Context: an optimization exercise on an open-source flow, tuned for small area, a short achievable clock period and few clock cycles per item. The choices shown serve that exercise and are no tape-out recipe.
Function was checked by simulation only, so behaviour that the tests miss may differ from the original.
Power figures rest on the tool's default switching activity, not on a simulated workload.

// sdr_cbuild
module sdr_cbuild (
    input  wire        clk,
    input  wire        rst,          
    input  wire        start,        
    input  wire        qam,          
    input  wire [15:0] arg,          
    output reg         busy,
    output reg         done,         
    output reg  [7:0]  err,          
    output reg  [31:0] cinfo,        
    output reg         clut_we,
    output reg  [7:0]  clut_waddr,
    output wire [31:0] clut_wdata
);
    reg         st_chk, st_setup, st_half, st_write;
    reg         flip_r;      
    reg         wrap_r;      
    reg         cend_r;      
    reg         lastc_r;     
    reg         bw_r;        
    reg         mode;        
    reg  [8:0]  m;           
    reg         big;         
    reg  [7:0]  R1;          
    reg  [8:0]  R2;          
    reg  [1:0]  p1, p2;      
    reg  [9:0]  x2n;         
    reg  [32:0] q;           
    reg  [34:0] acc;         
    reg  [15:0] vB;          
    reg  [7:0]  rc;          
    reg         ph;          
    reg  [4:0]  cc;          
    reg  [3:0]  b;           
    reg  [4:0]  kk;          
    assign clut_wdata = {acc[34:19], vB};
    wire accept = start & ~busy;
    wire [8:0] mb   = cinfo[8:0];
    wire       qb_m = cinfo[16];
    wire       even = ~mb[0];    
    reg  [4:0] k_lut;
    reg        sq_lut;
    always @(*) begin
        sq_lut = 1'b1;
        case (m)
        9'd4:   begin k_lut = 5'd2;   end
        9'd9:   begin k_lut = 5'd3;   end
        9'd16:  begin k_lut = 5'd4;  end
        9'd25:  begin k_lut = 5'd5;  end
        9'd36:  begin k_lut = 5'd6;  end
        9'd49:  begin k_lut = 5'd7;  end
        9'd64:  begin k_lut = 5'd8;  end
        9'd81:  begin k_lut = 5'd9;  end
        9'd100: begin k_lut = 5'd10; end
        9'd121: begin k_lut = 5'd11; end
  ...
For scale: roughly 2000 cells after synthesis, roughly 190 flip-flops, ~0.014 sq mm of cells after synthesis.
==> flow/config.mk <==
export PLATFORM = sky130hd
export DESIGN_NAME = sdr_cbuild
export DESIGN_NICKNAME = sdr_cbuild
export VERILOG_FILES = /design/flow/design.v
export SDC_FILE = /design/flow/constraint.sdc
export NUM_CORES = 4
export LEC_CHECK = 0
export ABC_AREA = 1
export CAP_MARGIN = 20
export CORE_MARGIN = 2
export CORE_UTILIZATION = 55
export SLEW_MARGIN = 20
export TNS_END_PERCENT = 20
==> flow/constraint.sdc <==
create_clock -name core_clock -period 13.0 [get_ports {clk}]
set_input_delay 2.6000 -clock core_clock [delete_from_list [all_inputs] [get_ports {clk}]]
set_output_delay 2.6000 -clock core_clock [all_outputs]
set_load 0.01 [all_outputs]
standard.sh (not shown) runs the stock make flow with config.mk's settings and CLKGATE_MAP_FILE= SYNTH_SCRIPT=/design/flow/synth_recipe.tcl, a recipe that flattens the netlist after the stock synthesis.
==> flow/flow/run.sh <==
#!/bin/bash
# Standard ORFS layout (the standard.sh, standard synthesis unchanged), with the
# timing repair asked to over-fix setup and the ports buffered with buf_2 cells: the
# clock period and constraints are the design's own; only the resizer's target slack
# and the port buffer cell differ from the default flow.
set -euo pipefail
export SETUP_SLACK_MARGIN=${SETUP_MARGIN:-9.4}
export BUFFER_PORTS_ARGS="-buffer_cell sky130_fd_sc_hd__buf_2"
bash standard.sh synth > synth.log 2>&1
bash standard.sh > layout.log 2>&1
Testbench counts at the start, summed over its fixed seeds: cycles 13,890, builds 96.
Then changed:
--- a/flow/flow/run.sh
+++ b/flow/flow/run.sh
@@ -7 +7 @@
-export SETUP_SLACK_MARGIN=${SETUP_MARGIN:-9.4}
+export SETUP_SLACK_MARGIN=${SETUP_MARGIN:-9.25}
Settings changed: TNS_END_PERCENT 20 to not set.
Sequential share of layout area rose by 0.39 points; non-clock buffer count fell by 11; final area fell by 1.6%; clock skew is about the same; sequential power hardly moves; count of clock-buffer cells in the layout rose by 5.
Then changed:
--- a/flow/flow/run.sh
+++ b/flow/flow/run.sh
@@ -7 +7 @@
-export SETUP_SLACK_MARGIN=${SETUP_MARGIN:-9.25}
+export SETUP_SLACK_MARGIN=${SETUP_MARGIN:-9.4}
Settings changed: CTS_BUF_LIST set to sky130_fd_sc_hd__clkbuf_8.
Cell area rose by a few percent.
Flip-flop and latch count is unchanged.
Maximum frequency rises by a few percent.
Worst setup slack improves by 0.089 ns.
Global-route usage increases by 0.11 points.
Hold slack improved by 0.0077 ns.
Via count hardly moves.
Die area is unchanged.
Then changed:
--- a/flow/flow/run.sh
+++ b/flow/flow/run.sh
@@ -7 +7 @@
-export SETUP_SLACK_MARGIN=${SETUP_MARGIN:-9.4}
+export SETUP_SLACK_MARGIN=${SETUP_MARGIN:-9.5}
Settings changed: CTS_BUF_LIST sky130_fd_sc_hd__clkbuf_8 to not set.
Clock power rises by 35%.
Routed wire length rose by 4.5%.
Cell area climbs by 5.8%.
Maximum frequency rose by 0.93%.
Via count grows by 3.1%.
Combinational power rises by 6.4%.
Final cell count rises by 1.1%.
Synthesized area stays the same.
Then changed:
--- a/flow/flow/run.sh
+++ b/flow/flow/run.sh
@@ -3 +3 @@
-# timing repair asked to over-fix setup and the ports buffered with buf_2 cells: the
+# timing repair asked to over-fix setup and the ports buffered with buf_4 cells: the
@@ -7,2 +7,2 @@
-export SETUP_SLACK_MARGIN=${SETUP_MARGIN:-9.5}
-export BUFFER_PORTS_ARGS="-buffer_cell sky130_fd_sc_hd__buf_2"
+export SETUP_SLACK_MARGIN=${SETUP_MARGIN:-9.4}
+export BUFFER_PORTS_ARGS="-buffer_cell sky130_fd_sc_hd__buf_4"
Settings changed: CORE_UTILIZATION 55 to 40.
Effect: Wire length fell slightly; count of clock-buffer cells in the layout does not change; setup slack gets worse by 0.033 ns; power fell by a few percent; non-clock buffer count fell by 44; final cell count rose by a few percent; sequential power hardly moves; maximum frequency fell slightly; synthesized area is unchanged; final area fell by a few percent.

========
Starting RTL as in the previous note.
## sdr_cbuild
module sdr_cbuild (
    input  wire        clk,
    input  wire        rst,          
    input  wire        start,        
    input  wire        qam,          
    input  wire [15:0] arg,          
    output reg         busy,
    output reg         done,         
    output reg  [7:0]  err,          
    output reg  [31:0] cinfo,        
    output reg         clut_we,
    output reg  [7:0]  clut_waddr,
    output wire [31:0] clut_wdata
);
Settings: LEC_CHECK=0, ABC_AREA=1, CAP_MARGIN=20, CORE_MARGIN=2, CORE_UTILIZATION=55, SLEW_MARGIN=20; clock period 13.0 ns.
==> flow/flow/run.sh <==
#!/bin/bash
# Standard ORFS layout (the standard.sh, standard synthesis unchanged), with the
# timing repair asked to over-fix setup and the ports buffered with buf_2 cells: the
# clock period and constraints are the design's own; only the resizer's target slack
# and the port buffer cell differ from the default flow.
set -euo pipefail
export SETUP_SLACK_MARGIN=${SETUP_MARGIN:-9.4}
export BUFFER_PORTS_ARGS="-buffer_cell sky130_fd_sc_hd__buf_2"
bash standard.sh synth > synth.log 2>&1
bash standard.sh > layout.log 2>&1
The starting point finished clean.
Testbench counts at the start, summed over its fixed seeds: cycles 13,890, builds 96.
Change:
--- a/flow/config.mk
+++ b/flow/config.mk
@@ -11,2 +11,3 @@
 export CORE_UTILIZATION = 55
+export GPL_ROUTABILITY_DRIVEN = 0
 export SLEW_MARGIN = 20
Outcome:
- register-to-register slack is about the same
- via count is about the same
- sequential power stays flat
- clock power climbs by 6.4%
- maximum frequency drops by about 0.8%
- critical path depth stays the same
- core utilization stays flat
- flip-flop and latch count stays the same
- area after synthesis stays the same
- final area stays flat
Change:
--- a/flow/config.mk
+++ b/flow/config.mk
@@ -10,4 +10,3 @@
 export CORE_MARGIN = 2
-export CORE_UTILIZATION = 55
-export GPL_ROUTABILITY_DRIVEN = 0
+export CORE_UTILIZATION = 62
 export SLEW_MARGIN = 20
What happened: The new run completed with no timing, DRC or antenna violations; area after synthesis does not change; via count rose slightly; hold slack barely changes; final cell count fell by a few percent; total power fell slightly; wire length fell slightly; combinational power barely changes; core utilization rose by 8.3 points.

==> static timing again, ports no longer ideal <==
In the flow no input, the clock included, has a driving cell. The finished layouts below were timed again as built, in two steps. Step 1 assumes that a clkbuf_16 drives the clock port and a buf_2 every other input. Step 2 times the ports against the registers' clock, not the clock port: input delays grow and output delays shrink by t, the midpoint of the rising clock arrivals with the driver on. Slacks: ideal ports / drivers / drivers and shift; pairs: ideal ports / drivers.
run | shift t [ns] | setup WS [ns] | latest minus earliest clock arrival (ns) | worst data-port slew with drivers (ns)
the first run of note 1 | 0.482 | 9.337 / 9.287 / 8.929 | 0.017 / 0.017 | 0.05
the second run of note 1 | 0.476 | 9.263 / 9.212 / 8.951 | 0.015 / 0.016 | 0.03
the third run of note 1 | 0.516 | 9.352 / 9.305 / 8.983 | 0.025 / 0.026 | 0.05
the fourth run of note 1 | 0.480 | 9.386 / 9.336 / 9.064 | 0.018 / 0.018 | 0.05
the fifth run of note 1 | 0.514 | 9.353 / 9.301 / 8.976 | 0.017 / 0.018 | 0.04
the first run of note 2 | 0.482 | 9.400 / 9.349 / 9.026 | 0.017 / 0.017 | 0.05
the second run of note 2 | 0.482 | 9.369 / 9.322 / 8.993 | 0.017 / 0.017 | 0.06
the third run of note 2 | 0.487 | 9.396 / 9.343 / 8.963 | 0.022 / 0.022 | 0.05
After both steps setup and hold are still met in every run listed. For the third run of note 2, which loses most, drivers alone change the setup slack by -0.053 ns; drivers and shift together by -0.433 ns.
